Source: an optimization exercise on an open RTL-to-GDS flow (aim: small area). Production flows keep margins and buffers that such runs may drop.
At most, simulation tests tie the RTL to the original design; equivalence was not proved.
For runs 1 and 2, only the layout was checked, not whether the RTL still works.
Power and IR drop assume default switching activity.

$ cat flow/run.sh
#!/bin/bash
# synth_recipe.tcl (not shown) runs the flow's synth.tcl, then flattens the netlist and writes it again
# the make line also repeats each setting of config.mk as NAME=value (left out here)
make -C /OpenROAD-flow-scripts/flow DESIGN_CONFIG=/design/flow/config.mk WORK_HOME=/design/flow/orfs CLKGATE_MAP_FILE= SYNTH_SCRIPT=/design/flow/synth_recipe.tcl finish
$ cat flow/config.mk
export PLATFORM = sky130hd
export DESIGN_NAME = crc_frame_engine
export DESIGN_NICKNAME = crc_frame_engine
export VERILOG_FILES = /design/flow/design.v
export SDC_FILE = /design/flow/constraint.sdc
export NUM_CORES = 4
export LEC_CHECK = 0
export CAP_MARGIN = 20
export CORE_MARGIN = 2
export CORE_UTILIZATION = 40
export CTS_BUF_LIST = sky130_fd_sc_hd__clkbuf_4
export CTS_CLUSTER_SIZE = 30
export GPL_TIMING_DRIVEN = 0
export SLEW_MARGIN = 20
$ cat flow/constraint.sdc
create_clock -name core_clock -period 6.0 [get_ports {clk}]
set_input_delay 1.2000 -clock core_clock [delete_from_list [all_inputs] [get_ports {clk}]]
set_output_delay 1.2000 -clock core_clock [all_outputs]
set_load 0.01 [all_outputs]
$ cat flow/design.v
module crc_frame_engine (
    input  wire        clk,
    input  wire        rst,         
    input  wire        req_valid,
    output wire        req_ready,
    input  wire        req_write,
    input  wire [6:0]  req_addr,    
    input  wire [1:0]  req_size,    
    input  wire [31:0] req_wdata,
    output wire        rsp_valid,
    output wire        rsp_err,     
    output wire [31:0] rsp_rdata
);
    reg [199:0] r;             
    reg [7:0]   t;             
    reg [15:0]  crc;
    reg [15:0]  calc_crc;      
    reg [3:0]   count;
    reg [2:0]   pres;
    reg         cmd_err;
    reg         ovf;
    reg         smp_vld;       
    reg         fcrc_vld;      
    reg         busy;          
    wire [2:0] tk  = t[2:0];               
    wire [4:0] tb  = t[7:3];               
    wire       eob = (tk == 3'd7);
    wire       wrap = eob && (tb == 5'd24);
    wire [4:0] ntb = wrap ? 5'd0 : tb + 5'd1;    
    wire [31:0] w       = req_wdata;
    wire [3:0]  cmd_op  = w[3:0];
    wire [7:0]  cmd_a   = w[15:8];
    wire [7:0]  cmd_len = w[23:16];
    wire        cmd_src = w[4];
    wire [4:0]  word    = req_addr[6:2];
    wire bus_ok = (req_size == 2'd2) && (req_addr[1:0] == 2'b00);
    wire wr_ok  = req_valid && bus_ok && req_write;
    wire rd_ok  = req_valid && bus_ok && !req_write;
    wire is_cmd = wr_ok && (word == 5'h00);
    reg cmd_legal;
    always @(*) begin
        case (cmd_op)
            4'h0, 4'h1, 4'h4, 4'h6:
                cmd_legal = (w[31:4] == 28'd0);
            4'h2, 4'h5:
                cmd_legal = (w[31:16] == 16'd0) && (w[7:4] == 4'd0);
            4'h3:
                cmd_legal = (w[31:24] == 8'd0) && (w[7:5] == 3'd0);
            default:
                cmd_legal = 1'b0;
        endcase
    end
    wire cmd_ok   = is_cmd && cmd_legal;
    wire op_init  = cmd_ok && (cmd_op == 4'h1);
    wire op_byte  = cmd_ok && (cmd_op == 4'h2);
    wire op_range = cmd_ok && (cmd_op == 4'h3);
    wire op_clear = cmd_ok && (cmd_op == 4'h4);
    wire op_push  = cmd_ok && (cmd_op == 4'h5);
    wire op_parse = cmd_ok && (cmd_op == 4'h6);
    wire [4:0] range_end   = cmd_a[3:0] + cmd_len[3:0];
    wire [4:0] range_limit = cmd_src ? 5'd10 : {1'b0, count};
    wire       range_ok    = (cmd_a[7:4] == 4'd0) && (cmd_len[7:4] == 4'd0) &&
                             (range_end <= range_limit);
    wire full       = (count == 4'd15);
    wire range_walk = op_range && range_ok && (cmd_len != 8'd0);
    wire parse_walk = op_parse && full;
    wire long_op    = op_byte || range_walk || parse_walk;
    wire push_wait  = op_push && !full;
    reg       ring_word;
    reg [4:0] rtb;
    always @(*) begin
        ring_word = 1'b1;
        case (word)
            5'h04:   rtb = 5'd0;
            5'h05:   rtb = 5'd4;
            5'h06:   rtb = 5'd8;
            5'h07:   rtb = 5'd12;
            5'h08:   rtb = 5'd15;
            5'h09:   rtb = 5'd17;
            5'h0A:   rtb = 5'd20;
            5'h0B:   rtb = 5'd21;
            5'h0C:   rtb = 5'd21;
            default: begin rtb = 5'd0; ring_word = 1'b0; end
        endcase
    end
    wire ring_rd = rd_ok && ring_word;
    wire [4:0] idle_tgt = ring_rd ? rtb : {1'b0, count} + 5'd2;
    wire       idle_hit = eob && (ntb == idle_tgt);
    wire [4:0] wk_tgt = op_parse ? 5'd0 : (busy ? range_end : {1'b0, cmd_a[3:0]});
    wire       wk_hit = eob && (op_byte || (ntb == wk_tgt));
    wire       init   = !busy && long_op && wk_hit;
    wire       finish = busy && wk_hit;
    assign req_ready = busy ? wk_hit :
                       long_op ? 1'b0 :
                       (ring_rd || push_wait) ? idle_hit : 1'b1;
    wire accept = req_valid && req_ready;
    wire [31:0] win;
    genvar g, h;
    generate
        for (g = 0; g < 4; g = g + 1) begin : g_lane
            for (h = 0; h < 8; h = h + 1) begin : g_bit
                assign win[8*g + h] = r[1 + 8*g + 7 - h];
            end
        end
    endgenerate
    reg [3:0]  lane_en;
    reg [31:0] rd_fix;
    always @(*) begin
        lane_en = 4'b0000;
        rd_fix   = 32'd0;
        case (word)
            5'h01: rd_fix = {26'd0, ovf, cmd_err, 1'b0, pres};
            5'h02: rd_fix = {16'd0, crc};
            5'h03: rd_fix = {28'd0, count};
            5'h04: lane_en = {count > 4'd3,  count > 4'd2,  count > 4'd1,  count > 4'd0};
            5'h05: lane_en = {count > 4'd7,  count > 4'd6,  count > 4'd5,  count > 4'd4};
            5'h06: lane_en = {count > 4'd11, count > 4'd10, count > 4'd9,  count > 4'd8};
            5'h07: lane_en = {1'b0,          count > 4'd14, count > 4'd13, count > 4'd12};
            5'h08: lane_en = {2'b00, {2{smp_vld}}};
            5'h09: lane_en = {1'b0, {3{smp_vld}}};
            5'h0A: lane_en = {3'b000, smp_vld};
            5'h0B: lane_en = {2'b00, {2{smp_vld}}};
            5'h0C: begin
                lane_en = {{2{fcrc_vld}}, 2'b00};
                rd_fix   = {16'd0, calc_crc & {16{fcrc_vld}}};
            end
            5'h10: rd_fix = 32'h0000240A;
            5'h12: rd_fix = 32'h0000720F;
            default: ;
        endcase
    end
    assign rsp_valid = accept;
    assign rsp_err   = !bus_ok;
    assign rsp_rdata = (win & {{8{lane_en[3]}}, {8{lane_en[2]}}, {8{lane_en[1]}}, {8{lane_en[0]}}})
                     | rd_fix;
    reg [7:0] rom_byte;
    always @(*) begin
        case (tb)
            5'd0:    rom_byte = 8'h0A;
            5'd1:    rom_byte = 8'h24;
            5'd8:    rom_byte = 8'h0F;
            5'd9:    rom_byte = 8'h72;
            default: rom_byte = 8'h00;
        endcase
    end
    wire walk_bit = op_byte ? cmd_a[~tk] : (cmd_src ? rom_byte[~tk] : r[0]);
    wire p_good  = !pres[1];
    wire p_ok    = !pres[1] && !pres[2];
    wire p_start = (tb == 5'd0);
    wire p_walk  = (tb >= 5'd2) && (tb <= 5'd12);
    wire p_cmp   = (tb == 5'd13) || (tb == 5'd14);
    wire p_smp   = (tb >= 5'd15) && (tb <= 5'd22);
    wire p_recv  = (tb >= 5'd23);
    wire parsing = busy && op_parse;
    wire calc_init = parsing && (tb == 5'd1) && eob && p_good;
    wire calc_run  = parsing && p_good && (p_walk || p_cmp);
    wire start_bad = p_start && (r[0] != ((tk == 3'd4) || (tk == 3'd6)));
    wire mismatch  = p_cmp && (calc_crc[15] != r[0]);
    wire copy_en   = parsing && ((p_smp && p_ok) || (p_recv && p_good));
    wire        crc_fb   = crc[15] ^ walk_bit;
    wire [15:0] crc_next = {crc[14:0], crc_fb} ^ ({16{crc_fb}} & 16'h1020);
    wire        calc_fb   = calc_crc[15] ^ (r[0] & !p_cmp);
    wire        calc_tap  = calc_fb & !p_cmp;
    wire [15:0] calc_next = {calc_crc[14:0], calc_fb} ^ ({16{calc_tap}} & 16'h1020);
    reg copy_bit;
    always @(*) begin
        case (tb)
            5'd19, 5'd20:                      copy_bit = r[120];
            5'd16, 5'd18, 5'd22, 5'd24:        copy_bit = r[112];
            default:                           copy_bit = r[128];
        endcase
    end
    wire push_do = accept && push_wait;
    integer i;
    always @(posedge clk) begin
        for (i = 0; i < 199; i = i + 1)
            r[i] <= r[i+1];
        r[199] <= copy_en ? copy_bit : r[0];
        if (push_do)
            for (i = 0; i < 8; i = i + 1)
                r[184 + i] <= cmd_a[7 - i];
        if (calc_init)
            calc_crc <= 16'hFFFF;
        else if (calc_run)
            calc_crc <= calc_next;
    end
    always @(posedge clk) begin
        if (rst) begin
            t        <= 8'd0;
            crc      <= 16'hFFFF;
            count    <= 4'd0;
            pres     <= 3'd0;
            cmd_err  <= 1'b0;
            ovf      <= 1'b0;
            smp_vld  <= 1'b0;
            fcrc_vld <= 1'b0;
            busy     <= 1'b0;
        end else begin
            t <= wrap ? 8'd0 : t + 8'd1;
            if (busy) begin
                if (op_parse) begin
                    if (start_bad) pres <= 3'd3;
                    if (calc_run && mismatch) pres <= 3'd4;
                    if (calc_init) fcrc_vld <= 1'b1;
                    if (finish && p_ok) smp_vld <= 1'b1;
                end else begin
                    crc <= crc_next;
                end
                if (finish) busy <= 1'b0;
            end else if (long_op) begin
                if (init) begin
                    busy <= 1'b1;
                    if (op_range) crc  <= 16'hFFFF;
                    if (op_parse) pres <= 3'd1;
                end
            end else if (accept && wr_ok) begin
                case (word)
                5'h00: begin  
                    if (!cmd_legal) cmd_err <= 1'b1;
                    if (op_init) crc <= 16'hFFFF;
                    if (op_range) begin
                        if (!range_ok) cmd_err <= 1'b1;
                        else crc <= 16'hFFFF;           
                    end
                    if (op_clear) count <= 4'd0;
                    if (op_push) begin
                        if (full) ovf <= 1'b1;
                        else count <= count + 4'd1;
                    end
                    if (op_parse) pres <= 3'd2;         
                end
                5'h01: begin  
                    if (w[4]) cmd_err <= 1'b0;
                    if (w[5]) ovf     <= 1'b0;
                end
                5'h02: crc <= w[15:0];
                default: ;
                endcase
            end
        end
    end
endmodule
==> results of run 1 <==
==> cells in the mapped netlist, types with 6 or more instances <==
| cell type | n |
|---|---|
| a21oi_1 | 48 |
| a222oi_1 | 7 |
| a22oi_1 | 9 |
| a31oi_1 | 6 |
| and2_1 | 7 |
| and3_1 | 13 |
| clkbuf_1 | 36 |
| dfxtp_1 | 252 |
| ha_1 | 22 |
| inv_1 | 33 |
| mux2_4 | 8 |
| mux2i_1 | 38 |
| nand2_1 | 74 |
| nand2b_1 | 23 |
| nand3_1 | 19 |
| nand4_1 | 18 |
| nor2_1 | 72 |
| nor2b_1 | 27 |
| nor3_1 | 26 |
| nor4_1 | 12 |
| o21ai_0 | 40 |
| or4_1 | 6 |
| xnor2_1 | 12 |
| xor2_1 | 6 |
==> how the worst min path moves through the flow <==
stage,endpoint,slack (ps),depth (start not counted)
after global routing,r[129]$_DFF_P_,310,0
after detailed placement,r[71]$_DFF_P_,310,0
final,r[126]$_DFF_P_,320,0
after global placement,r[112]$_DFF_P_,310,0
after floorplan,r[100]$_DFF_P_,310,0
after CTS,r[129]$_DFF_P_,320,0
==> worst max-delay path, delay by kind of cell <==
family	cells	cell delay, ps
compound gates	1	150
buf+inv	3	1040
simple gates	8	2240
==> timing repair <==
item,CTS,global route
gates resized for setup,9,16
buffers inserted,1,2
pin swaps,1,2
endpoints found under the setup margin,2,7
==> per-layer routing <==
metal / vias to the layer above / track usage (%) / wire length (um)
met4: 0 / 7.689 / 650
met1: 3397 / 25.45 / 11150
met2: 188 / 27.65 / 9579
li1: 3580 / - / -
met3: 44 / 3.766 / 1047
met5: - / 0 / 0
==> logic make-up after synthesis <==
logic type	share of synthesized area, %
xor+xnor	2.172
mux	6.208
flops	54.06
fa+ha+maj	3.164
buf+inv	3.459
compound gates	12.43
simple gates	18.50
==> state kept, by name, indices dropped and copies added (netlist names), 3 cells and up <==
name      flops
pres          3
crc          16
r           200
t             8
count         4
calc_crc     16
==> per-stage QoR <==
| stage | instances | worst slack (ps) | total power (uW) |
|---|---|---|---|
| 2_1_floorplan | 926 | 1110 | 1796 |
| 3_3_place_gp | 1312 | -677.1 | 1860 |
| 3_5_place_dp | 1313 | -640.9 | 1862 |
| 6_report | 1422 | 160.7 | 3128 |
| 5_1_grt | 1422 | -24.54 | 3278 |
| 4_1_cts | 1419 | 31.09 | 3176 |
==> power by group through the flow <==
stage	logic (uW)	registers, uW	clock network, uW
after floorplan	82.8	1710	0
after global placement	146	1710	0
after detailed placement	148	1710	0
after CTS	149	1680	1350
after global routing	166	1670	1440
final	152	1680	1300
==> area by class of cell <==
| class | count | area share, % |
|---|---|---|
| antenna | 1 | 0.02215 |
| clock buffer | 80 | 5.316 |
| buffer | 44 | 1.739 |
| sequential | 252 | 44.65 |
| timing repair buffer | 77 | 6.700 |
| inverter | 34 | 1.130 |
| tap | 313 | 3.466 |
| multi-input combinational | 596 | 35.79 |
| clock inverter | 25 | 1.185 |
==> flow_summary.yaml, run 1 <==
run_status:
  status: "timing/DRC/antenna clean"
global_route:
  track_usage_pct: 18.32
  grt_overflow: 0
  grt_pass1_vias: 6960
  grt_pass1_wl_mm: 35.78
  antenna_found_initial: 1
  grt_max_degree: 17
power_and_ir_drop:
  irDropWorstVdd_v: 0.0002038
  power.density_nw_per_um2: 276.8
  leakage_uw: 0.004521
  comb_power_share_pct: 4.9
  power.share.switching_pct: 22.97
  internal_power_uw: 2409
  p_seq_share_pct: 53.6
  power.switching_uw: 718.4
  pwr-share-clk_pct: 41.5
sta:
  worstMarginPinSlew_ps: 893.2
  timing.final.crit_period_ps: 5839
  maxSlewViolCount: 0
  maxSlewHeadroom_pct: 40.09
  period_share_pct: 97.32
  hold_viol: 0
  fmax_mhz: 171.3
  fin_hold_ws_ps: 321.7
  setup_viol: 0
  tns_ps: 0
  clock_skew_ps: 21.75
synthesis:
  synth_area_leaders: "dfxtp_1, mux2i_1, nand2_1"
  post-synth-top-area-fraction_pct: 54.06
  synth_cells: 926
  ys_async_sr_fraction_pct: 0
  synth-main-ff-cell: "dfxtp_1"
  ys_ff_latch: 252
  synth_warnings: 1
  postSynthAreaPerCell_um2: 10.08
  synth_area_um2: 9331
  synth_seq_area_share_pct: 54.06
  synth_edf_count: 0
  synth_cell_type_count: 79
  synth_top_area_cell: "dfxtp_1"
setup_path:
  reg2reg_depth: 11
  crit_path_end: "rsp_valid"
  startpoint_type: "input pin"
  crit_fanout: 5
  worstSetupStartpoint: "req_addr[1]"
  cp_data_arrival_time_ps: 4640
  worstReg2RegStart: "t[3]$_SDFF_PP0_"
  cp_data_required_time_ps: 4800
  timing.rr.end: "r[188]$_DFF_P_"
  cpPeakStageDelay_ps: 600
  reg2reg_slack_ps: 2120
  cp-end-kind: "output pin"
  crit_chain: "clkdlybuf4s50_1 -> nor4b_4 -> inv_2 -> nor4b_4 -> nand4_1 -> and3_1 -> or4_1 -> nor3_1 -> o21ai_2 -> nand2_2 -> and2_1 -> clkdlybuf4s50_1"
  cp_slowest_cell: "or4_1"
  critPathKind: "in2out"
worst_hold_path:
  min_path_type: "reg2reg"
  hold_start: "r[127]$_DFF_P_"
clock_tree:
  htreeDepth: 2
  cts-root-buf: "clkbuf_4"
  clkLatencyLatePin_ps: 660
  clock_sinks: 252
  cts_hold_buf: 0
  path_clk_slew_ps: 70
  numCtsBuffers: 59
  cts_tree: "built"
  ctsLongestPathBuffers: 3
floorplan:
  die_h_um: 156.7
  rows: 55
  die_area_um2: 24570
  fp.coreArea_um2: 22780
  pin_count: 80
  dieWidth_um: 156.7
  start_util_pct: 40.97
place:
  hpwl_mm: 16.02
  place_congestion: 0.8832
  dpl_cell_area_um2: 10470
  port_buffers: 73
routing:
  firstDrtPassIters: 5
  drtIter0Drc: 370
  ant_nets: 0
  via_per_inst: 5.070
  via_count: 7209
  wl_per_cell_um: 15.77
  drt_wl_total_mm: 22.43
  route.detailed.drc: 0
cells_and_area:
  mostFrequentLayoutCells: "dfxtp_1, clkbuf_4, nand2_1"
  final_cell_area_um2: 11300
  final_nets: 1132
  seqCellArea_um2: 5045
  multi_input_area_um2: 4044
  drive_above_1_share_pct: 13.45
  area_growth_pct: 21.08
  fillers: 2153
  layout_commonest_cell: "dfxtp_1"
  fin_util_pct: 49.60
run:
  max-cap-violations: 0
==> inputs of run 2 (changes only) <==
--- a/flow/config.mk
+++ b/flow/config.mk
@@ -10,4 +10,2 @@
 export CORE_UTILIZATION = 40
-export CTS_BUF_LIST = sky130_fd_sc_hd__clkbuf_4
-export CTS_CLUSTER_SIZE = 30
 export GPL_TIMING_DRIVEN = 0
==> run 2 against run 1 <==
- still clean
- sequential share of layout area is 0.49 points lower
- maximum frequency is 0.17% higher
- combinational power hardly changed
- final cell count is 4.4% lower
- global-route usage is 0.34 points lower
- register-to-register slack better by 20 ps
- clock power is 22% higher
- utilization is 0.55 points higher
- largest cell class unchanged
- highest routed layer unchanged
==> flow_summary.yaml, run 2 <==
synthesis:
  post-synth-top-area-fraction_pct: 54.06
  yosys-top-cells-count: "dfxtp_1, nand2_1, nor2_1"
  synth_top_area_cell: "dfxtp_1"
  yosysMostFrequentCell: "dfxtp_1"
  synth-main-ff-cell: "dfxtp_1"
  synth_seq_area_share_pct: 54.06
  synth_area_leaders: "dfxtp_1, mux2i_1, nand2_1"
  synth_area_um2: 9331
  synth_warnings: 1
  ys_async_sr_fraction_pct: 0
  synth_cell_type_count: 79
  synth_cells: 926
  synth_edf_count: 0
  ys_ff_latch: 252
  postSynthAreaPerCell_um2: 10.08
power_and_ir_drop:
  leakage_uw: 0.004514
  power.density_nw_per_um2: 299.1
  irDropWorstVdd_v: 0.0002345
setup_path:
  cp_slowest_cell: "or4_1"
  critPathKind: "in2out"
  cpPeakStageDelay_ps: 600
  cp-end-kind: "output pin"
  cp_data_arrival_time_ps: 4630
  cp_data_required_time_ps: 4800
  startpoint_type: "input pin"
  crit_fanout: 5
  crit_chain: "clkdlybuf4s50_1 -> nor4b_4 -> inv_2 -> nor4b_4 -> nand4_1 -> and3_1 -> or4_1 -> nor3_1 -> o21ai_2 -> nand2_2 -> and2_1 -> clkdlybuf4s50_1"
run:
  max-cap-violations: 0
floorplan:
  start_util_pct: 40.97
  pin_count: 80
  dieWidth_um: 156.7
  die_h_um: 156.7
  fp.coreArea_um2: 22780
  rows: 55
  die_area_um2: 24570
place:
  place_congestion: 0.8832
  dpl_cell_area_um2: 10470
  port_buffers: 73
  hpwl_mm: 16.02
cells_and_area:
  layout_commonest_cell: "dfxtp_1"
  reg_top3: "r x200, calc_crc x16, crc x16"
  antenna-diode-count: 0
  final_cell_area_um2: 11420
  mostFrequentLayoutCells: "dfxtp_1, nand2_1, clkdlybuf4s50_1"
  largest_register_ffs: 200
  regMostFlops: "r"
  drive_above_1_share_pct: 10.22
  fin_util_pct: 50.15
  final_nets: 1097
  area_growth_pct: 22.42
global_route:
  grt_pass1_vias: 6652
  grt_pass1_wl_mm: 35.41
  grt_max_degree: 17
  grt_overflow: 0
  antenna_found_initial: 0
  track_usage_pct: 17.99
routing:
  via_count: 6960
  route.detailed.drc: 0
  firstDrtPassIters: 5
  wl_per_cell_um: 16.28
  ant_nets: 0
  drt_wl_total_mm: 22.14
  drtIter0Drc: 377
  via_per_inst: 5.118
clock_tree:
  clkLatencyLatePin_ps: 500
  path_clk_slew_ps: 60
  numCtsBuffers: 24
  ctsLongestPathBuffers: 3
  cts_tree: "built"
  cts-root-buf: "clkbuf_16"
  htreeDepth: 1
  cts_hold_buf: 0
  clock_sinks: 252
sta:
  timing.final.crit_period_ps: 5830
  maxSlewViolCount: 0
  hold_viol: 0
  period_share_pct: 97.16
  fmax_mhz: 171.5
  worstMarginPinSlew_ps: 936.4
  clock_skew_ps: 5.941
  setup_viol: 0
  maxSlewHeadroom_pct: 37.20
worst_hold_path:
  min_path_type: "reg2reg"
run_status:
  status: "timing/DRC/antenna clean"
## run 2: cell type report
class / count / area [um2]
Buffer: 44 / 196.4
Clock buffer: 30 / 694.4
Clock inverter: 14 / 167.7
Fill cell: 2085 / 11350
Inverter: 34 / 127.6
Multi-Input combinational cell: 596 / 4044
Sequential cell: 252 / 5045
Tap cell: 313 / 391.6
Timing Repair Buffer: 77 / 757.0
## run 2: timing repair
action | CTS | global route
setup endpoints to repair | 2 | 5
pin swaps | 1 | 2
buffers inserted | 1 | 2
endpoints found under the hold margin | 0 | 0
cloned | 0 | 0
resized for setup | 9 | 16
## run 2: logic make-up (layout without fill, tap and decap cells)
group,after synthesis,count (layout),synth area share (%)
AND/OR/NAND/NOR,327,327,18.50
flip-flops,252,252,54.06
AO/OA/AOI/OAI,175,175,12.43
buffers and inverters,78,199,3.459
multiplexers,51,51,6.208
adder cells (fa/ha/maj),23,23,3.164
XOR/XNOR,20,20,2.172
## run 2: layer usage
layer	vias up	share of wire, %	GRT usage [%]
li1	3476	-	-
met1	3284	50	25.93
met2	165	43	27.88
met3	35	4.6	2.963
met4	0	2.4	4.762
met5	-	0	0
## run 2: critical path, delay by kind of cell
family,cells,cell delay [ps]
AND/OR/NAND/NOR,8,2220
buffers and inverters,3,1040
AO/OA/AOI/OAI,1,150
## run 2: per-stage QoR
| step | total power (uW) | setup TNS (ps) | hold slack (ps) | setup WS (ps) | std cells |
|---|---|---|---|---|---|
| 4_1_cts | 3450 | 0 | 321.4 | 31.09 | 1358 |
| 5_1_grt | 3537 | -24.50 | 327.6 | -24.50 | 1360 |
| 3_3_place_gp | 1860 | -1245 | 310.6 | -677.1 | 1312 |
| 3_5_place_dp | 1862 | -1172 | 312.1 | -640.9 | 1313 |
| 6_report | 3416 | 0 | 322.4 | 170.4 | 1360 |
| 2_1_floorplan | 1796 | 0 | 309.6 | 1110 | 926 |
## run 2: where the power goes
part / leakage, uW / internal, uW / switching (uW)
clock: 0.000425 / 957 / 631
combinational: 0.00206 / 69.0 / 83.1
sequential: 0.00203 / 1670 / 2.21
total: 0.00451 / 2700 / 716
## run 2: worst paths after layout
check | endpoint | slack, ps | start | cells past startpoint
setup / recovery | rsp_valid | 170 | req_addr[1] | 12
hold / removal | r[99]$_DFF_P_ | 320 | r[100]$_DFF_P_ | 0
setup reg to reg | r[188]$_DFF_P_ | 2140 | t[3]$_SDFF_PP0_ | 11
hold reg to reg | r[99]$_DFF_P_ | 320 | r[100]$_DFF_P_ | 0
==> inputs of run 3 (changes only) <==
--- a/flow/design.v
+++ b/flow/design.v
@@ -28,3 +28,2 @@
     wire       wrap = eob && (tb == 5'd24);
-    wire [4:0] ntb = wrap ? 5'd0 : tb + 5'd1;    
     wire [31:0] w       = req_wdata;
@@ -73,11 +72,11 @@
         case (word)
-            5'h04:   rtb = 5'd0;
-            5'h05:   rtb = 5'd4;
-            5'h06:   rtb = 5'd8;
-            5'h07:   rtb = 5'd12;
-            5'h08:   rtb = 5'd15;
-            5'h09:   rtb = 5'd17;
-            5'h0A:   rtb = 5'd20;
-            5'h0B:   rtb = 5'd21;
-            5'h0C:   rtb = 5'd21;
+            5'h04:   rtb = 5'd24;       
+            5'h05:   rtb = 5'd3;        
+            5'h06:   rtb = 5'd7;        
+            5'h07:   rtb = 5'd11;       
+            5'h08:   rtb = 5'd14;       
+            5'h09:   rtb = 5'd16;       
+            5'h0A:   rtb = 5'd19;       
+            5'h0B:   rtb = 5'd20;       
+            5'h0C:   rtb = 5'd20;       
             default: begin rtb = 5'd0; ring_word = 1'b0; end
@@ -86,6 +85,7 @@
     wire ring_rd = rd_ok && ring_word;
-    wire [4:0] idle_tgt = ring_rd ? rtb : {1'b0, count} + 5'd2;
-    wire       idle_hit = eob && (ntb == idle_tgt);
-    wire [4:0] wk_tgt = op_parse ? 5'd0 : (busy ? range_end : {1'b0, cmd_a[3:0]});
-    wire       wk_hit = eob && (op_byte || (ntb == wk_tgt));
+    wire [3:0] count_inc = count + 4'd1;
+    wire [4:0] idle_tgt  = ring_rd ? rtb : {1'b0, count_inc};
+    wire       idle_hit  = eob && (tb == idle_tgt);
+    wire [4:0] wk_tgt = busy ? range_end : {1'b0, cmd_a[3:0]};
+    wire       wk_hit = op_parse ? wrap : (eob && (op_byte || (tb == wk_tgt)));
     wire       init   = !busy && long_op && wk_hit;
@@ -138,6 +138,6 @@
         case (tb)
-            5'd0:    rom_byte = 8'h0A;
-            5'd1:    rom_byte = 8'h24;
-            5'd8:    rom_byte = 8'h0F;
-            5'd9:    rom_byte = 8'h72;
+            5'd1:    rom_byte = 8'h0A;
+            5'd2:    rom_byte = 8'h24;
+            5'd9:    rom_byte = 8'h0F;
+            5'd10:   rom_byte = 8'h72;
             default: rom_byte = 8'h00;
@@ -145,3 +145,3 @@
     end
-    wire walk_bit = op_byte ? cmd_a[~tk] : (cmd_src ? rom_byte[~tk] : r[0]);
+    wire walk_bit = op_byte ? cmd_a[~tk] : (cmd_src ? rom_byte[~tk] : r[192]);
     wire p_good  = !pres[1];
@@ -173,2 +173,9 @@
     wire push_do = accept && push_wait;
+    wire crc_set = rst || (init && op_range) ||
+                   (!busy && accept && (op_init || (op_range && range_ok)));
+    wire crc_wr  = !rst && !busy && accept && wr_ok && (word == 5'h02);
+    wire crc_sh  = !rst && busy && !op_parse;
+    wire crc_hd  = !crc_set && !crc_wr && !crc_sh;
+    wire [15:0] crc_d = {16{crc_set}} | (w[15:0] & {16{crc_wr}})
+                      | (crc_next & {16{crc_sh}}) | (crc & {16{crc_hd}});
     integer i;
@@ -181,6 +188,5 @@
                 r[184 + i] <= cmd_a[7 - i];
-        if (calc_init)
-            calc_crc <= 16'hFFFF;
-        else if (calc_run)
-            calc_crc <= calc_next;
+        crc <= crc_d;
+        calc_crc <= {16{calc_init}} | (calc_next & {16{calc_run}})
+                  | (calc_crc & {16{!calc_init && !calc_run}});
     end
@@ -189,3 +195,2 @@
             t        <= 8'd0;
-            crc      <= 16'hFFFF;
             count    <= 4'd0;
@@ -205,4 +210,2 @@
                     if (finish && p_ok) smp_vld <= 1'b1;
-                end else begin
-                    crc <= crc_next;
                 end
@@ -212,3 +215,2 @@
                     busy <= 1'b1;
-                    if (op_range) crc  <= 16'hFFFF;
                     if (op_parse) pres <= 3'd1;
@@ -219,7 +221,3 @@
                     if (!cmd_legal) cmd_err <= 1'b1;
-                    if (op_init) crc <= 16'hFFFF;
-                    if (op_range) begin
-                        if (!range_ok) cmd_err <= 1'b1;
-                        else crc <= 16'hFFFF;           
-                    end
+                    if (op_range && !range_ok) cmd_err <= 1'b1;
                     if (op_clear) count <= 4'd0;
@@ -227,3 +225,3 @@
                         if (full) ovf <= 1'b1;
-                        else count <= count + 4'd1;
+                        else count <= count_inc;
                     end
@@ -235,3 +233,2 @@
                 end
-                5'h02: crc <= w[15:0];
                 default: ;
--- a/flow/config.mk
+++ b/flow/config.mk
@@ -10,2 +10,4 @@
 export CORE_UTILIZATION = 40
+export CTS_BUF_LIST = sky130_fd_sc_hd__clkbuf_4
+export CTS_CLUSTER_SIZE = 30
 export GPL_TIMING_DRIVEN = 0
==> run 3 against run 2 <==
- still clean
- utilization is 0.76 points lower
- combinational power is 3% higher
- sequential power about the same
- design area decreased by 6.5%
- die area fell by 6.3%
- final cell count is 6.0% lower
- clock-buffer cell count rose by 55
- clock skew increased by 18 ps
- sequential share of layout area grew 3.1 points
- critical path type unchanged
==> flow_summary.yaml, run 3 <==
place:
  hpwl_mm: 15.13
  port_buffers: 75
  dpl_cell_area_um2: 9837
  place_congestion: 0.8958
  pre_cts_ws_ps: -632.1
sta:
  period_share_pct: 97.75
  hold_viol: 0
  setup_viol: 0
  clock_skew_ps: 24.27
  setup_ws_ps: 134.8
  timing.final.crit_period_ps: 5865
  maxSlewHeadroom_pct: 43.80
  worstMarginPinSlew_ps: 841.2
  maxSlewViolCount: 0
  tns_ps: 0
  fmax_mhz: 170.5
run_status:
  status: "timing/DRC/antenna clean"
power_and_ir_drop:
  power.density_nw_per_um2: 296.5
  comb_power_share_pct: 4.9
  power.share.switching_pct: 22.82
  total_power_uw: 3167
  power.switching_uw: 722.5
  internal_power_uw: 2444
  p_seq_share_pct: 53.0
  irDropWorstVdd_v: 0.0002264
  pwr-share-clk_pct: 42.1
  leakage_uw: 0.004262
global_route:
  track_usage_pct: 18.87
  antenna_found_initial: 1
  grt_pass1_vias: 6561
  use_met3_pct: 4.731
  grt_use_met1_pct: 25.58
  grt_overflow: 0
  gr-usage-met2_pct: 28.78
  grt_max_degree: 18
  grt_pass1_wl_mm: 33.99
  grt-busiest-layer: "met2"
setup_path:
  worstReg2RegStart: "count[2]$_SDFFE_PP0P_"
  cp_slowest_cell: "clkdlybuf4s50_1"
  cp_num_buf_inv: 2
  cp-end-kind: "output pin"
  cp_top_family: "compound AO/OA/AOI/OAI gates"
  reg2reg_slack_ps: 2300
  crit_cells: 13
  startpoint_type: "input pin"
  cp_data_arrival_time_ps: 4670
  cpPeakStageDelay_ps: 480
  worstSetupStartpoint: "req_wdata[16]"
  crit_fanout: 6
  cp_data_required_time_ps: 4800
  reg2reg_depth: 12
  crit_chain: "clkdlybuf4s50_1 -> ha_1 -> fa_2 -> xor2_2 -> ha_1 -> and3b_1 -> a2111oi_2 -> o21ai_1 -> o31ai_2 -> a21oi_4 -> nand2_2 -> nand2_1 -> clkdlybuf4s50_1"
  critPathKind: "in2out"
clock_tree:
  clock_sinks: 252
  path_clk_slew_ps: 60
  htreeDepth: 2
  cts_hold_buf: 0
  cts-root-buf: "clkbuf_4"
  clkLatencyLatePin_ps: 660
  ctsLongestPathBuffers: 3
  cts_tree: "built"
  numCtsBuffers: 59
routing:
  firstDrtPassIters: 9
  wl_per_cell_um: 16.78
  drt_wl_total_mm: 21.46
  ant_nets: 0
  drtIter0Drc: 462
  route.detailed.drc: 0
  via_per_inst: 5.165
  via_count: 6606
cells_and_area:
  mostFrequentLayoutCells: "dfxtp_1, clkbuf_4, clkdlybuf4s50_1"
  layout_commonest_cell: "dfxtp_1"
  area_growth_pct: 22.40
  fin_util_pct: 49.39
  final_cell_area_um2: 10680
  regMostFlops: "r"
  final_nets: 1022
  reg_top3: "r x200, calc_crc x16, crc x16"
  drive_above_1_share_pct: 14.63
  largest_register_ffs: 200
synthesis:
  postSynthAreaPerCell_um2: 10.69
  synth_top_area_cell: "dfxtp_1"
  synth_warnings: 1
  ys_ff_latch: 252
  ys_async_sr_fraction_pct: 0
  yosys-top-cells-count: "dfxtp_1, nand2_1, nor2_1"
  synth_edf_count: 0
  synth_seq_area_share_pct: 57.82
  synth_cell_type_count: 80
  synth_area_um2: 8725
  post-synth-top-area-fraction_pct: 57.82
  synth-main-ff-cell: "dfxtp_1"
  synth_area_leaders: "dfxtp_1, ha_1, nand2_1"
  yosysMostFrequentCell: "dfxtp_1"
  synth_cells: 816
floorplan:
  die_area_um2: 23010
  start_util_pct: 40.35
  dieWidth_um: 151.7
  fp.coreArea_um2: 21620
  die_h_um: 151.7
  pin_count: 80
  rows: 54
worst_hold_path:
  hold_start: "r[107]$_DFF_P_"
  holdPathStages: 0
  min_path_type: "reg2reg"
run:
  max-cap-violations: 0
run 3: final timing paths:
kind,end
setup / recovery,req_ready
hold reg to reg,r[106]$_DFF_P_
hold / removal,r[106]$_DFF_P_
setup reg to reg,count[3]$_SDFFE_PP0P_
run 3: area by class of cell:
class | count | area (um2)
Antenna cell | 1 | 2.502
Buffer | 36 | 155.1
Clock buffer | 85 | 638.1
Clock inverter | 19 | 111.4
Fill cell | 2026 | 10940
Inverter | 30 | 112.6
Multi-Input combinational cell | 498 | 3493
Sequential cell | 252 | 5045
Tap cell | 280 | 350.3
Timing Repair Buffer | 78 | 770.7
run 3: cell families (layout without fill, tap and decap cells):
| kind of cell | after synthesis | in the layout | synth area share [%] |
|---|---|---|---|
| fa+ha+maj | 22 | 22 | 3.241 |
| simple gates | 260 | 260 | 15.98 |
| other cells | 0 | 1 | 0 |
| flops | 252 | 252 | 57.82 |
| buf+inv | 66 | 248 | 3.069 |
| compound gates | 161 | 161 | 13.51 |
| xor+xnor | 23 | 23 | 2.309 |
| mux | 32 | 32 | 4.073 |
run 3: per-stage QoR:
step	hold WS (ps)	std cells
3_3_place_gp	310.5	1171
6_report	311.4	1279
4_1_cts	301.2	1277
5_1_grt	309.9	1279
3_5_place_dp	312.1	1172
2_1_floorplan	309.6	816
run 3: power groups by stage:
stage                     combinational (uW)  clock, uW  sequential [uW]
final                                    156       1330             1680
after global routing                     170       1470             1680
after CTS                                152       1380             1680
after detailed placement                 147          0             1720
after global placement                   146          0             1720
after floorplan                         81.8          0             1710
run 3: timing repair:
action | CTS | global route
resized for setup | 10 | 6
hold endpoints to repair | 0 | 0
pin swaps | 1 | 1
buffers inserted | 1 | 1
endpoints found under the setup margin | 2 | 2
run 3: layer usage:
metal | up-vias | routed length, um
li1 | 3252 | -
met3 | 50 | 1559
met2 | 232 | 9313
met1 | 3072 | 9992
met5 | - | 0
met4 | 0 | 594
run 3: worst reg2reg max path: cells and delay by family, from the launching register on:
kind | cells | cell delay (ps)
compound gates | 5 | 1840
fa+ha+maj | 1 | 350
buf+inv | 2 | 480
flops | 1 | 300
simple gates | 4 | 630
==> inputs of run 4 (changes only) <==
==> flow/flow/run.sh (new file) <==
#!/bin/bash
# Own layout flow: the standard flow (standard.sh, with the standard
# synthesis unchanged), with a few ORFS variables set for a smaller layout:
#  - port buffers are buf_1 instead of the default delay-buffer cell
#  - the netlist's synthesis buffers are removed at floorplan
#  - clock tree synthesis uses clkbuf_8 and inserts no dummy loads
# The make output goes to standard.log; each tool's own log is kept by ORFS
# under orfs/logs/.
set -euo pipefail
export REMOVE_ABC_BUFFERS=1
export BUFFER_PORTS_ARGS="-buffer_cell sky130_fd_sc_hd__buf_1"
export CTS_ARGS="-sink_clustering_enable -repair_clock_nets -dont_use_dummy_load -buf_list sky130_fd_sc_hd__clkbuf_8 -sink_clustering_size 20 -sink_clustering_max_diameter 50"
bash standard.sh > standard.log 2>&1
==> flow/standard.sh (new file) <==
#!/bin/bash
# synth_recipe.tcl (not shown) runs the flow's synth.tcl, then flattens the netlist and writes it again
# the make line also repeats each setting of config.mk as NAME=value (left out here)
make -C /OpenROAD-flow-scripts/flow DESIGN_CONFIG=/design/flow/config.mk WORK_HOME=/design/flow/orfs CLKGATE_MAP_FILE= SYNTH_SCRIPT=/design/flow/synth_recipe.tcl "${@:-finish}"
removed: flow/run.sh
==> run 4 against run 3 <==
- register-to-register slack better by 150 ps
- total power is 18% lower
- first-iteration DRC count decreased by 7.1%
- clock-buffer cell count decreased by 65
- area after synthesis unchanged
- non-clock buffer count fell by 29
- critical path depth unchanged
- flip-flop and latch count unchanged
- via count is 4.9% lower
- still clean on timing, DRC and antenna
- clock power shrank 41%
- combinational power decreased by 21%
- largest cell class unchanged
- design area fell by 10%
==> flow_summary.yaml, run 4 <==
cells_and_area:
  layout_commonest_cell: "dfxtp_1"
  fillers: 2102
  reg_top3: "r x200, calc_crc x16, crc x16"
  mostFrequentLayoutCells: "dfxtp_1, buf_1, nand2_1"
  largest_register_ffs: 200
  regMostFlops: "r"
  stdcell_count: 1165
  antenna-diode-count: 0
  final_cell_area_um2: 9567
  seqCellArea_um2: 5045
  drive_above_1_share_pct: 6.893
  multi_input_area_um2: 3452
  final_nets: 954
  area_growth_pct: 9.652
sta:
  clock_skew_ps: 60.25
  rsz0062_at_grt: "no"
  timing.final.crit_period_ps: 5768
  setup_viol: 0
  hold_viol: 0
  period_share_pct: 96.14
  fmax_mhz: 173.4
  worstMarginPinSlew_ps: 1099
  maxSlewHeadroom_pct: 25.55
  maxSlewViolCount: 0
synthesis:
  post-synth-top-area-fraction_pct: 57.82
  synth-main-ff-cell: "dfxtp_1"
  ys_async_sr_fraction_pct: 0
  synth_area_leaders: "dfxtp_1, ha_1, nand2_1"
  postSynthAreaPerCell_um2: 10.69
  synth_seq_area_share_pct: 57.82
  yosysMostFrequentCell: "dfxtp_1"
  synth_cell_type_count: 80
  yosys-top-cells-count: "dfxtp_1, nand2_1, nor2_1"
  synth_warnings: 1
  synth_edf_count: 0
  synth_top_area_cell: "dfxtp_1"
  ys_ff_latch: 252
  synth_area_um2: 8725
  synth_cells: 816
routing:
  drt_wl_total_mm: 19.47
  ant_nets: 0
  via_count: 6281
  via_per_inst: 5.391
  firstDrtPassIters: 6
  drtIter0Drc: 429
  route.detailed.drc: 0
  wl_per_cell_um: 16.71
setup_path:
  startpoint_type: "input pin"
  cp_data_required_time_ps: 4800
  timing.rr.end: "crc[3]$_DFF_P_"
  worstSetupStartpoint: "req_wdata[8]"
  cp-end-kind: "output pin"
  reg2reg_slack_ps: 2450
  worstReg2RegStart: "count[2]$_SDFFE_PP0P_"
  cp_data_arrival_time_ps: 4570
  reg2reg_depth: 11
  critPathKind: "in2out"
  crit_fanout: 15
clock_tree:
  htreeDepth: 1
  cts_hold_buf: 0
  ctsLongestPathBuffers: 3
  clock_sinks: 252
  numCtsBuffers: 20
  clkLatencyLatePin_ps: 530
  cts_tree: "built"
  path_clk_slew_ps: 100
  cts_setup_buffers: 0
  cts-root-buf: "clkbuf_8"
power_and_ir_drop:
  power.switching_uw: 565.1
  pwr-share-clk_pct: 30.3
  comb_power_share_pct: 4.8
  internal_power_uw: 2021
  p_seq_share_pct: 64.9
  power.density_nw_per_um2: 270.4
  irDropWorstVdd_v: 0.0002025
  leakage_uw: 0.003712
  power.share.switching_pct: 21.85
worst_hold_path:
  holdPathStages: 0
  min_to: "r[193]$_DFF_P_"
  min_path_type: "reg2reg"
  hold_start: "r[194]$_DFF_P_"
floorplan:
  rows: 54
  start_util_pct: 40.35
  die_h_um: 151.7
  fp.coreArea_um2: 21620
  pin_count: 80
  dieWidth_um: 151.7
  die_area_um2: 23010
place:
  dpl_cell_area_um2: 9275
  port_buffers: 79
  place_inst: 1145
  place_congestion: 0.8940
  hpwl_mm: 13.84
global_route:
  grt_max_degree: 22
  grt_pass1_wl_mm: 31.28
  track_usage_pct: 17.16
  grt_overflow: 0
  grt_pass1_vias: 5746
  antenna_found_initial: 0
run_status:
  status: "timing/DRC/antenna clean"
run:
  max-cap-violations: 0
## run 4: cell families after synthesis
logic type               count (synthesis)  share of synthesized area, %
AND/OR/NAND/NOR                        260                         15.98
XOR/XNOR                                23                         2.309
AO/OA/AOI/OAI                          161                         13.51
adder cells (fa/ha/maj)                 22                         3.241
buffers and inverters                   66                         3.069
multiplexers                            32                         4.073
flip-flops                             252                         57.82
## run 4: cell type report
cell class / instances / area share [%]
clock buffers: 20 / 2.877
repair buffers: 85 / 3.466
inverters: 30 / 1.177
flip-flops and latches: 252 / 52.73
well taps: 280 / 3.662
multi-input cells: 498 / 36.08
## run 4: worst max-delay path: stages
cell and delay (ps):
buf_1 230, ha_1 310, fa_1 400, xor2_1 270
ha_1 300, and3b_1 180, a2111oi_0 380, o21ai_1 250
o31ai_2 380, a21oi_4 190, nand2_1 230, a21boi_0 110
buf_1 140
## run 4: timing repair
action,in CTS,in global routing
setup endpoints to repair,2,2
resized for setup,2,2
cloned,0,0
## run 4: worst max-delay path by stage
| stage | endpoint | depth (start not counted) |
|---|---|---|
| finish | rsp_valid | 13 |
| global route | rsp_valid | 13 |
| CTS | rsp_valid | 13 |
| detailed placement | rsp_valid | 14 |
| global placement | calc_crc[6]$_DFF_P_ | 10 |
| floorplan | calc_crc[10]$_DFF_P_ | 9 |
## run 4: power by group through the flow
| stage | Clock, uW | Sequential [uW] | Combinational (uW) |
|---|---|---|---|
| final | 784 | 1680 | 124 |
| after global routing | 874 | 1680 | 138 |
| after CTS | 813 | 1680 | 123 |
| after detailed placement | 0 | 1720 | 122 |
| after global placement | 0 | 1720 | 120 |
| after floorplan | 0 | 1720 | 72.7 |
## run 4: metal layers
layer  vias to the layer above  track usage (%)  part of all wire [%]
met5                         -                0                     0
met4                         0            3.935                   2.0
met3                        31            2.575                   6.3
met2                       205            25.61                    41
met1                      2987            26.07                    50
li1                       3058                -                     -
## run 4: through the flow
stage	setup slack [ps]	utilization, %	hold slack [ps]	setup TNS (ps)	power [uW]
final	231.8	44.25	275.9	0	2587
after global routing	39.18	44.25	282.5	0	2692
after global placement	-1405	42.63	311.0	-32150	1837
after CTS	123.7	44.22	278.1	0	2614
after detailed placement	-439.4	42.90	312.1	-750.6	1838
after floorplan	569.5	-	309.6	0	1788
==> inputs of run 5 (changes only) <==
==> flow/flow/run.sh (replaced) <==
#!/bin/bash
# Own layout flow: the standard flow (standard.sh, with the standard
# synthesis unchanged), with a few ORFS variables set for a smaller layout:
#  - port buffers are buf_1 instead of the default delay-buffer cell
#  - the netlist's synthesis buffers are removed at floorplan
#  - clock tree synthesis uses clkbuf_4 and inserts no dummy loads
# The make output goes to standard.log; each tool's own log is kept by ORFS
# under orfs/logs/.
set -euo pipefail
export REMOVE_ABC_BUFFERS=1
export BUFFER_PORTS_ARGS="-buffer_cell sky130_fd_sc_hd__buf_1"
export CTS_ARGS="-sink_clustering_enable -repair_clock_nets -dont_use_dummy_load -buf_list sky130_fd_sc_hd__clkbuf_4 -sink_clustering_size 30"
bash standard.sh > standard.log 2>&1
==> run 5 against run 4 <==
- final cell count up 3.2%
- via count grew 2.2%
- still clean on timing, DRC and antenna
- clock power rose by 23%
- die area stayed put
- critical path type unchanged
- clock-buffer cell count up 37
- non-clock buffer count stayed put
==> flow_summary.yaml, run 5 <==
routing:
  drtIter0Drc: 351
  drt_wl_total_mm: 19.72
  ant_nets: 0
  wl_per_cell_um: 16.41
  via_count: 6419
  route.detailed.drc: 0
  via_per_inst: 5.340
  firstDrtPassIters: 7
cells_and_area:
  fillers: 2111
  multi_input_area_um2: 3452
  drive_above_1_share_pct: 10.63
  area_growth_pct: 11.40
  antenna-diode-count: 0
  stdcell_count: 1202
  layout_commonest_cell: "dfxtp_1"
  mostFrequentLayoutCells: "dfxtp_1, buf_1, nand2_1"
  reg_top3: "r x200, calc_crc x16, crc x16"
  seqCellArea_um2: 5045
  final_nets: 991
  largest_register_ffs: 200
  regMostFlops: "r"
setup_path:
  startpoint_type: "input pin"
  cp_data_arrival_time_ps: 4580
  cp-end-kind: "output pin"
  critPathKind: "in2out"
  crit_fanout: 15
  cp_data_required_time_ps: 4800
sta:
  hold_viol: 0
  worstMarginPinSlew_ps: 1096
  maxSlewViolCount: 0
  rsz0062_at_grt: "no"
  fmax_mhz: 173.1
  maxSlewHeadroom_pct: 26.80
  period_share_pct: 96.30
  clock_skew_ps: 50.70
  setup_viol: 0
  timing.final.crit_period_ps: 5778
power_and_ir_drop:
  irDropWorstVdd_v: 0.0001995
  power.density_nw_per_um2: 284.7
  pwr-share-clk_pct: 34.8
  power.switching_uw: 613.2
  comb_power_share_pct: 4.5
  total_power_uw: 2767
  leakage_uw: 0.003830
  internal_power_uw: 2154
  power.share.switching_pct: 22.16
  p_seq_share_pct: 60.7
synthesis:
  post-synth-top-area-fraction_pct: 57.82
  synth_area_um2: 8725
  postSynthAreaPerCell_um2: 10.69
  ys_async_sr_fraction_pct: 0
  synth_top_area_cell: "dfxtp_1"
  ys_ff_latch: 252
  synth_cell_type_count: 80
  yosys-top-cells-count: "dfxtp_1, nand2_1, nor2_1"
  synth_area_leaders: "dfxtp_1, ha_1, nand2_1"
  synth_cells: 816
  synth_warnings: 1
  yosysMostFrequentCell: "dfxtp_1"
  synth_edf_count: 0
  synth_seq_area_share_pct: 57.82
  synth-main-ff-cell: "dfxtp_1"
floorplan:
  rows: 54
  die_area_um2: 23010
  die_h_um: 151.7
  start_util_pct: 40.35
  dieWidth_um: 151.7
  pin_count: 80
  fp.coreArea_um2: 21620
clock_tree:
  path_clk_slew_ps: 70
  numCtsBuffers: 57
  clkLatencyLatePin_ps: 640
  htreeDepth: 2
  cts-root-buf: "clkbuf_4"
  clock_sinks: 252
  cts_tree: "built"
  cts_hold_buf: 0
  ctsLongestPathBuffers: 3
  cts_setup_buffers: 0
global_route:
  antenna_found_initial: 0
  track_usage_pct: 17.57
  grt_overflow: 0
  grt_pass1_wl_mm: 31.93
  grt_pass1_vias: 6066
  grt_max_degree: 22
place:
  place_congestion: 0.8940
  hpwl_mm: 13.84
  place_inst: 1145
  port_buffers: 79
run:
  max-cap-violations: 0
worst_hold_path:
  min_path_type: "reg2reg"
run_status:
  status: "timing/DRC/antenna clean"
==> run 5: changes by cell type in the layout (fill, tap and decap cells not counted), sizes merged <==
cell | before | now
clkbuf | 20 | 57
==> run 5: metal layers <==
layer / part of all wire, % / track usage, %
met1: 50 / 25.92
met2: 42 / 25.86
met5: 0 / 0
met4: 1.4 / 5.231
met3: 6.1 / 3.593
==> run 5: critical path, cell delays in order <==
cell	delay (ps)
buf_1	240
ha_1	310
fa_1	400
xor2_1	270
ha_1	300
and3b_1	180
a2111oi_0	380
o21ai_1	240
o31ai_2	380
a21oi_4	190
nand2_1	230
a21boi_0	110
buf_1	140
==> run 5: per-stage QoR <==
step           TNS, ps  cell area (um2)  setup slack (ps)  hold WS, ps  util (%)
6_report             0             9719             222.2        287.2     44.95
4_1_cts              0             9714             121.5        284.9     44.93
2_1_floorplan        0             8569             569.5        309.6         -
3_5_place_dp    -750.6             9275            -439.4        312.1     42.90
5_1_grt              0             9719             33.17        284.9     44.95
3_3_place_gp    -32150             9216             -1405        311.0     42.63
==> run 5: final timing paths <==
check / startpoint / end / slack, ps / cells past startpoint
setup / recovery: req_wdata[8] / rsp_valid / 220 / 13
hold / removal: r[102]$_DFF_P_ / r[101]$_DFF_P_ / 290 / 0
setup reg to reg: busy$_SDFF_PP0_ / r[191]$_DFF_P_ / 2390 / 8
hold reg to reg: r[102]$_DFF_P_ / r[101]$_DFF_P_ / 290 / 0
==> run 5: repair_timing <==
action | 4_1_cts | 5_1_grt
pin swaps | 0 | 0
endpoints found under the setup margin | 2 | 2
gates resized for setup | 2 | 2
==> run 5: kinds of logic after synthesis <==
kind of cell / count (synthesis) / share of synthesized area (%)
mux: 32 / 4.073
buf+inv: 66 / 3.069
compound gates: 161 / 13.51
fa+ha+maj: 22 / 3.241
flops: 252 / 57.82
simple gates: 260 / 15.98
xor+xnor: 23 / 2.309
==> run 5: final cells by class <==
type	instances	share of cell area, %
repair buffers	85	3.411
well taps	280	3.605
clock buffers	57	4.403
multi-input cells	498	35.52
flip-flops and latches	252	51.91
inverters	30	1.159
==> run 5: power groups by stage <==
stage / Clock (uW) / Combinational [uW] / Sequential (uW)
floorplan: 0 / 72.7 / 1720
detailed placement: 0 / 122 / 1720
global route: 1090 / 138 / 1680
finish: 963 / 124 / 1680
global placement: 0 / 120 / 1720
CTS: 1010 / 123 / 1680
==> inputs of run 6 (changes only) <==
==> flow/flow/run.sh (replaced) <==
#!/bin/bash
# Own layout flow: the standard flow (standard.sh) with a few ORFS
# variables set for a smaller layout:
#  - synthesis maps the logic with an area-oriented ABC script and leaves
#    adders to ABC (ADDER_MAP_FILE empty)
#    (flow/abc_area.script in place of ORFS's abc_speed.script; every other
#    ORFS script is an unchanged copy, so registers are as in the standard
#    synthesis)
#  - the netlist's synthesis buffers are removed at floorplan
#  - port buffers are buf_1 instead of the default delay-buffer cell
#  - clock tree synthesis uses clkbuf_16 and inserts no dummy loads
# The make output goes to standard.log; each tool's own log is kept by ORFS
# under orfs/logs/.
set -euo pipefail
here=$(pwd)
rm -rf "$here/scripts_area"
cp -r "$FLOW_HOME/scripts" "$here/scripts_area"
cp "$here/flow/abc_area.script" "$here/scripts_area/abc_speed.script"
export SCRIPTS_DIR="$here/scripts_area"
export REMOVE_ABC_BUFFERS=1
export ADDER_MAP_FILE=
export BUFFER_PORTS_ARGS="-buffer_cell sky130_fd_sc_hd__buf_1"
export CTS_ARGS="-sink_clustering_enable -repair_clock_nets -dont_use_dummy_load -buf_list sky130_fd_sc_hd__clkbuf_16 -sink_clustering_size 30 -sink_clustering_max_diameter 60"
bash standard.sh > standard.log 2>&1
==> flow/flow/abc_area.script (new file) <==
strash
dc2
dch -f
amap -F 4 -A 8
topo
stime -c
dnsize -c
==> run 6 against run 5 <==
- flip-flop and latch count stayed put
- clock skew is 21 ps higher
- non-clock buffer count is 1 lower
- combinational power is 19% lower
- maximum frequency is 0.53% higher
- final cell count is 6.7% lower
- largest power group unchanged
- highest routed layer unchanged
==> flow_summary.yaml, run 6 <==
power_and_ir_drop:
  irDropWorstVdd_v: 0.0002255
  power.density_nw_per_um2: 307.3
  pwr-share-clk_pct: 34.5
  internal_power_uw: 2160
  total_power_uw: 2730
  comb_power_share_pct: 3.7
  p_seq_share_pct: 61.8
  leakage_uw: 0.003104
  power.switching_uw: 570.6
  power.share.switching_pct: 20.90
setup_path:
  cp_slowest_cell: "or4_1"
  cpPeakStageDelay_ps: 530
  cp-end-kind: "output pin"
  crit_fanout: 6
  critPathKind: "in2out"
  cp_data_arrival_time_ps: 4550
  cp_top_family: "simple AND/OR/NAND/NOR gates"
  startpoint_type: "input pin"
  reg2reg_slack_ps: 1540
  cp_num_buf_inv: 4
  crit_chain: "buf_1 -> or4_1 -> or3_1 -> nor3_2 -> a31oi_1 -> nor3_1 -> nand3_1 -> nor4_2 -> inv_2 -> a31oi_4 -> nor2_1 -> nor2_2 -> clkinv_1 -> nor2_2 -> buf_1"
  cp_data_required_time_ps: 4800
routing:
  firstDrtPassIters: 5
  drtIter0Drc: 460
  via_count: 5809
  drt_wl_total_mm: 17.91
  wl_per_cell_um: 15.98
  via_per_inst: 5.182
  route.detailed.drc: 0
  ant_nets: 0
sta:
  timing.final.crit_period_ps: 5747
  maxSlewViolCount: 0
  setup_ws_ps: 252.7
  clock_skew_ps: 72.03
  fin_hold_ws_ps: 284.1
  setup_viol: 0
  period_share_pct: 95.79
  worstMarginPinSlew_ps: 915.8
  maxSlewHeadroom_pct: 38.47
  fmax_mhz: 174.0
  tns_ps: 0
  hold_viol: 0
clock_tree:
  numCtsBuffers: 15
  cts_hold_buf: 0
  path_clk_slew_ps: 110
  cts-root-buf: "clkbuf_16"
  clkLatencyLatePin_ps: 500
  clock_sinks: 252
  cts_tree: "built"
  htreeDepth: 1
  ctsLongestPathBuffers: 3
floorplan:
  start_util_pct: 41.05
  dieWidth_um: 143.0
  die_h_um: 143.0
  fp.coreArea_um2: 18830
  rows: 50
  die_area_um2: 20450
  pin_count: 80
synthesis:
  synth_cells: 762
  ys_async_sr_fraction_pct: 0
  synth_top_area_cell: "dfxtp_1"
  post-synth-top-area-fraction_pct: 65.26
  synth_warnings: 1
  synth_area_leaders: "dfxtp_1, clkinv_1, nor2_1"
  synth-main-ff-cell: "dfxtp_1"
  ys_ff_latch: 252
  synth_edf_count: 0
  synth_area_um2: 7730
  synth_cell_type_count: 43
  yosys-top-cells-count: "dfxtp_1, clkinv_1, nor2_1"
  postSynthAreaPerCell_um2: 10.14
  yosysMostFrequentCell: "dfxtp_1"
  synth_seq_area_share_pct: 65.26
run:
  max-cap-violations: 0
cells_and_area:
  mostFrequentLayoutCells: "dfxtp_1, clkinv_1, nor2_1"
  reg_top3: "r x200, calc_crc x16, crc x16"
  layout_commonest_cell: "dfxtp_1"
  drive_above_1_share_pct: 4.413
  fillers: 1811
  multi_input_area_um2: 2439
  area_growth_pct: 14.94
  seqCellArea_um2: 5045
  stdcell_count: 1121
  final_nets: 908
  antenna-diode-count: 0
  largest_register_ffs: 200
  regMostFlops: "r"
place:
  place_congestion: 0.9390
  port_buffers: 79
  hpwl_mm: 12.87
  place_inst: 1105
  pre_cts_ws_ps: -573.5
global_route:
  grt_overflow: 0
  grt_pass1_wl_mm: 28.04
  antenna_found_initial: 0
  grt_max_degree: 31
  grt_pass1_vias: 5257
  track_usage_pct: 17.44
run_status:
  status: "timing/DRC/antenna clean"
worst_hold_path:
  min_path_type: "reg2reg"
run 6: cell types whose count changed after synthesis, sizes merged, moves of 22 or more:
cell	before	now
a21oi	24	46
and2	23	0
clkbuf	26	0
clkinv	0	99
inv	30	0
mux2i	22	0
nand2	68	32
nand3	31	9
nor2	43	87
o21ai	30	58
run 6: area by class of cell:
cell class | count | area share, %
sequential | 252 | 56.78
multi-input combinational | 411 | 27.45
clock buffer | 15 | 4.225
inverter | 99 | 4.183
timing repair buffer | 84 | 3.704
tap | 260 | 3.661
run 6: path summary, 6_finish.rpt:
check / from / endpoint / depth (start not counted)
worst max-delay path: req_wdata[20] / rsp_valid / 15
worst min-delay path: r[199]$_DFF_P_ / r[198]$_DFF_P_ / 0
worst max register to register: busy$_SDFF_PP0_ / crc[0]$_DFF_P_ / 14
worst min register to register: r[199]$_DFF_P_ / r[198]$_DFF_P_ / 0
run 6: power by group through the flow:
| stage | Sequential [uW] | Clock (uW) | Combinational, uW |
|---|---|---|---|
| 2_1_floorplan | 1720 | 0 | 54.3 |
| 3_3_place_gp | 1730 | 0 | 95.0 |
| 3_5_place_dp | 1730 | 0 | 97.0 |
| 4_1_cts | 1690 | 973 | 98.9 |
| 5_1_grt | 1690 | 1030 | 113 |
| 6_report | 1690 | 941 | 101 |
run 6: cells by family (layout without fill, tap and decap cells):
| family | count (synthesis) | in the layout | synth area share, % |
|---|---|---|---|
| flip-flops | 252 | 252 | 65.26 |
| AO/OA/AOI/OAI | 211 | 211 | 18.03 |
| buffers and inverters | 99 | 198 | 4.807 |
| AND/OR/NAND/NOR | 200 | 200 | 11.90 |
run 6: metrics by stage:
stage	util (%)	instance area [um2]
2_1_floorplan	-	7730
3_3_place_gp	44.35	8352
3_5_place_dp	44.68	8414
4_1_cts	46.88	8828
5_1_grt	47.18	8885
6_report	47.18	8885
run 6: repair_timing:
item                       4_1_cts  5_1_grt
pin swaps                        1        0
resized for setup                4       14
setup buffers                    1        0
gates cloned                     0        0
setup endpoints to repair       14       17
run 6: per-layer routing:
metal | wire [um] | vias to the layer above | GRT usage, %
met1 | 8668 | 2676 | 25.40
li1 | - | 2883 | -
met4 | 436 | 0 | 5.107
met5 | 0 | - | 0
met2 | 7430 | 218 | 26.27
met3 | 1372 | 32 | 3.353
==> inputs of run 7 (changes only) <==
--- a/flow/design.v
+++ b/flow/design.v
@@ -172,8 +172,7 @@
     end
-    wire push_do = accept && push_wait;
-    wire crc_set = rst || (init && op_range) ||
-                   (!busy && accept && (op_init || (op_range && range_ok)));
-    wire crc_wr  = !rst && !busy && accept && wr_ok && (word == 5'h02);
-    wire crc_sh  = !rst && busy && !op_parse;
-    wire crc_hd  = !crc_set && !crc_wr && !crc_sh;
+    wire push_do = push_wait && idle_hit;
+    wire crc_set = rst || (!busy && (op_init || (op_range && range_ok)));
+    wire crc_wr  = wr_ok && (word == 5'h02);
+    wire crc_sh  = busy && !op_parse;
+    wire crc_hd  = !crc_wr && !crc_sh;
     wire [15:0] crc_d = {16{crc_set}} | (w[15:0] & {16{crc_wr}})
@@ -190,3 +189,3 @@
         calc_crc <= {16{calc_init}} | (calc_next & {16{calc_run}})
-                  | (calc_crc & {16{!calc_init && !calc_run}});
+                  | (calc_crc & {16{!calc_run}});
     end
@@ -204,33 +203,21 @@
             t <= wrap ? 8'd0 : t + 8'd1;
-            if (busy) begin
-                if (op_parse) begin
-                    if (start_bad) pres <= 3'd3;
-                    if (calc_run && mismatch) pres <= 3'd4;
-                    if (calc_init) fcrc_vld <= 1'b1;
-                    if (finish && p_ok) smp_vld <= 1'b1;
-                end
-                if (finish) busy <= 1'b0;
-            end else if (long_op) begin
-                if (init) begin
-                    busy <= 1'b1;
-                    if (op_parse) pres <= 3'd1;
-                end
-            end else if (accept && wr_ok) begin
-                case (word)
-                5'h00: begin  
-                    if (!cmd_legal) cmd_err <= 1'b1;
-                    if (op_range && !range_ok) cmd_err <= 1'b1;
-                    if (op_clear) count <= 4'd0;
-                    if (op_push) begin
-                        if (full) ovf <= 1'b1;
-                        else count <= count_inc;
-                    end
-                    if (op_parse) pres <= 3'd2;         
-                end
-                5'h01: begin  
-                    if (w[4]) cmd_err <= 1'b0;
-                    if (w[5]) ovf     <= 1'b0;
-                end
-                default: ;
-                endcase
+            if (parsing) begin
+                if (start_bad) pres <= 3'd3;
+                if (calc_run && mismatch) pres <= 3'd4;
+                if (calc_init) fcrc_vld <= 1'b1;
+                if (finish && p_ok) smp_vld <= 1'b1;
+            end
+            if (init) begin
+                busy <= 1'b1;
+                if (op_parse) pres <= 3'd1;
+            end
+            if (finish) busy <= 1'b0;
+            if ((is_cmd && !cmd_legal) || (op_range && !range_ok)) cmd_err <= 1'b1;
+            if (op_clear) count <= 4'd0;
+            if (push_do) count <= count_inc;
+            if (op_push && full) ovf <= 1'b1;
+            if (op_parse && !full) pres <= 3'd2;        
+            if (wr_ok && word == 5'h01) begin           
+                if (w[4]) cmd_err <= 1'b0;
+                if (w[5]) ovf     <= 1'b0;
             end
--- a/flow/flow/run.sh
+++ b/flow/flow/run.sh
@@ -10,3 +10,3 @@
 #  - port buffers are buf_1 instead of the default delay-buffer cell
-#  - clock tree synthesis uses clkbuf_16 and inserts no dummy loads
+#  - clock tree synthesis uses clkbuf_8 and inserts no dummy loads
 # The make output goes to standard.log; each tool's own log is kept by ORFS
@@ -22,3 +22,3 @@
 export BUFFER_PORTS_ARGS="-buffer_cell sky130_fd_sc_hd__buf_1"
-export CTS_ARGS="-sink_clustering_enable -repair_clock_nets -dont_use_dummy_load -buf_list sky130_fd_sc_hd__clkbuf_16 -sink_clustering_size 30 -sink_clustering_max_diameter 60"
+export CTS_ARGS="-sink_clustering_enable -repair_clock_nets -dont_use_dummy_load -buf_list sky130_fd_sc_hd__clkbuf_8 -sink_clustering_size 20 -sink_clustering_max_diameter 50"
 bash standard.sh > standard.log 2>&1
==> flow/flow/abc_area.script (replaced) <==
strash
dc2
dch -f
amap -F 4 -A 8
strash
dc2
dch -f
amap -F 4 -A 8
topo
stime -c
dnsize -c
--- a/flow/config.mk
+++ b/flow/config.mk
@@ -10,4 +10,2 @@
 export CORE_UTILIZATION = 40
-export CTS_BUF_LIST = sky130_fd_sc_hd__clkbuf_4
-export CTS_CLUSTER_SIZE = 30
 export GPL_TIMING_DRIVEN = 0
==> run 7 against run 6 <==
- maximum frequency fell by 1.4%
- area after synthesis decreased by 2.0%
- worst setup slack got worse by 80 ps
- critical path depth is 2 higher
- clock-buffer cell count rose by 7
- first-iteration DRC count decreased by 1.1%
- die area down 1.9%
- utilization is 0.92 points lower
- sequential power about the same
- clock power is 13% lower
- highest routed layer unchanged
==> flow_summary.yaml, run 7 <==
sta:
  period_share_pct: 97.11
  timing.final.crit_period_ps: 5827
  clock_skew_ps: 64.12
  maxSlewHeadroom_pct: 30.63
  maxSlewViolCount: 0
  tns_ps: 0
  fmax_mhz: 171.6
cells_and_area:
  final_cell_area_um2: 8625
  antenna-diode-count: 0
  final_nets: 870
  fillers: 1796
  fin_util_pct: 46.26
  seqCellArea_um2: 5045
  layout_commonest_cell: "dfxtp_1"
  multi_input_area_um2: 2335
  regMostFlops: "r"
  mostFrequentLayoutCells: "dfxtp_1, buf_1, clkinv_1"
  drive_above_1_share_pct: 5.832
  area_growth_pct: 13.82
  reg_top3: "r x200, calc_crc x16, crc x16"
setup_path:
  cp_data_arrival_time_ps: 4630
  reg2reg_depth: 13
  worstSetupStartpoint: "req_wdata[20]"
  reg2reg_slack_ps: 1440
  cp-end-kind: "output pin"
  crit_fanout: 5
  startpoint_type: "input pin"
  critPathKind: "in2out"
  cp_data_required_time_ps: 4800
  timing.rr.end: "r[184]$_DFF_P_"
global_route:
  antenna_found_initial: 0
  grt_pass1_vias: 5008
  track_usage_pct: 16.24
  grt_pass1_wl_mm: 26.09
synthesis:
  postSynthAreaPerCell_um2: 10.61
  synth_warnings: 1
  synth_seq_area_share_pct: 66.58
  synth_area_um2: 7577
  yosysMostFrequentCell: "dfxtp_1"
  synth_edf_count: 0
  synth-main-ff-cell: "dfxtp_1"
  ys_ff_latch: 252
  ys_async_sr_fraction_pct: 0
  synth_cell_type_count: 39
  post-synth-top-area-fraction_pct: 66.58
run_status:
  status: "timing/DRC/antenna clean"
routing:
  drtIter0Drc: 455
  drt_wl_total_mm: 16.84
  firstDrtPassIters: 6
  route.detailed.drc: 0
  ant_nets: 0
  via_count: 5541
power_and_ir_drop:
  power.share.switching_pct: 21.21
  power.density_nw_per_um2: 298.5
  total_power_uw: 2574
  pwr-share-clk_pct: 31.8
  comb_power_share_pct: 3.2
clock_tree:
  numCtsBuffers: 22
  cts_tree: "built"
  clkLatencyLatePin_ps: 540
  cts-root-buf: "clkbuf_8"
  path_clk_slew_ps: 110
  clock_sinks: 252
  htreeDepth: 1
  cts_hold_buf: 0
  ctsLongestPathBuffers: 3
floorplan:
  pin_count: 80
  die_h_um: 141.6
  dieWidth_um: 141.6
worst_hold_path:
  min_path_type: "reg2reg"
run:
  max-cap-violations: 0
[run 7: final cells by class]
cell class	instances	share of cell area, %
Sequential cell	252	58.49
Multi-Input combinational cell	384	27.07
Timing Repair Buffer	87	4.120
Clock buffer	22	3.511
Inverter	78	3.409
Tap cell	234	3.395
[run 7: power groups by stage]
| stage | clock network, uW | registers, uW | logic [uW] |
|---|---|---|---|
| after floorplan | 0 | 1710 | 43.2 |
| final | 817 | 1680 | 81.7 |
| after CTS | 844 | 1680 | 79.0 |
| after detailed placement | 0 | 1710 | 77.6 |
| after global routing | 910 | 1680 | 90.8 |
| after global placement | 0 | 1710 | 76.5 |
[run 7: per-layer routing]
metal  GRT usage [%]  wire, um
met4           4.632       401
met5               0         0
met2           25.68      7556
met1           23.03      8092
met3           2.767       785
[run 7: critical path, stage by stage]
cell	delay [ps]
buf_1	70
or4_4	530
or3_4	350
nor3_4	210
a21oi_1	100
or4_4	440
a31oi_4	170
nand2b_1	100
or3_4	360
nor2_4	140
clkinv_2	100
nand3_1	70
o21ai_0	90
or2_1	300
o31ai_4	100
nor2b_1	160
clkbuf_2	130
[run 7: how the worst min path moves through the flow]
stage	start	end	slack, ps	cells after the start
2_1_floorplan	r[101]$_DFF_P_	r[100]$_DFF_P_	310	0
3_3_place_gp	r[85]$_DFF_P_	r[84]$_DFF_P_	310	0
3_5_place_dp	r[127]$_DFF_P_	r[126]$_DFF_P_	310	0
4_1_cts	r[55]$_DFF_P_	r[54]$_DFF_P_	260	0
5_1_grt	r[55]$_DFF_P_	r[54]$_DFF_P_	270	0
6_report	r[55]$_DFF_P_	r[54]$_DFF_P_	260	0
[run 7: kinds of logic after synthesis]
family          synth area share [%]
flops                          66.58
compound gates                 16.99
buf+inv                        3.864
simple gates                   12.57
[run 7: repair_timing]
| action | in CTS | in global routing |
|---|---|---|
| endpoints found under the setup margin | 14 | 2 |
| gates resized for setup | 8 | 14 |
| buffers inserted | 3 | 2 |
| pin swaps | 1 | 3 |
[run 7: stage by stage]
stage                     instances  hold slack, ps  setup slack (ps)
after floorplan                 714           309.6             298.5
after global placement         1027           311.6            -697.4
after detailed placement       1030           312.1            -688.8
after CTS                      1055           257.3             31.76
after global routing           1057           265.1            -9.880
final                          1057           259.0             173.2

Check on run 7: ideal ports give 0.173 ns setup slack; a clkbuf_16 on the clock port and buf_2 on the inputs give 0.150 ns; moving port delays by the midpoint clock arrival (0.544 ns) as well gives -0.050 ns.
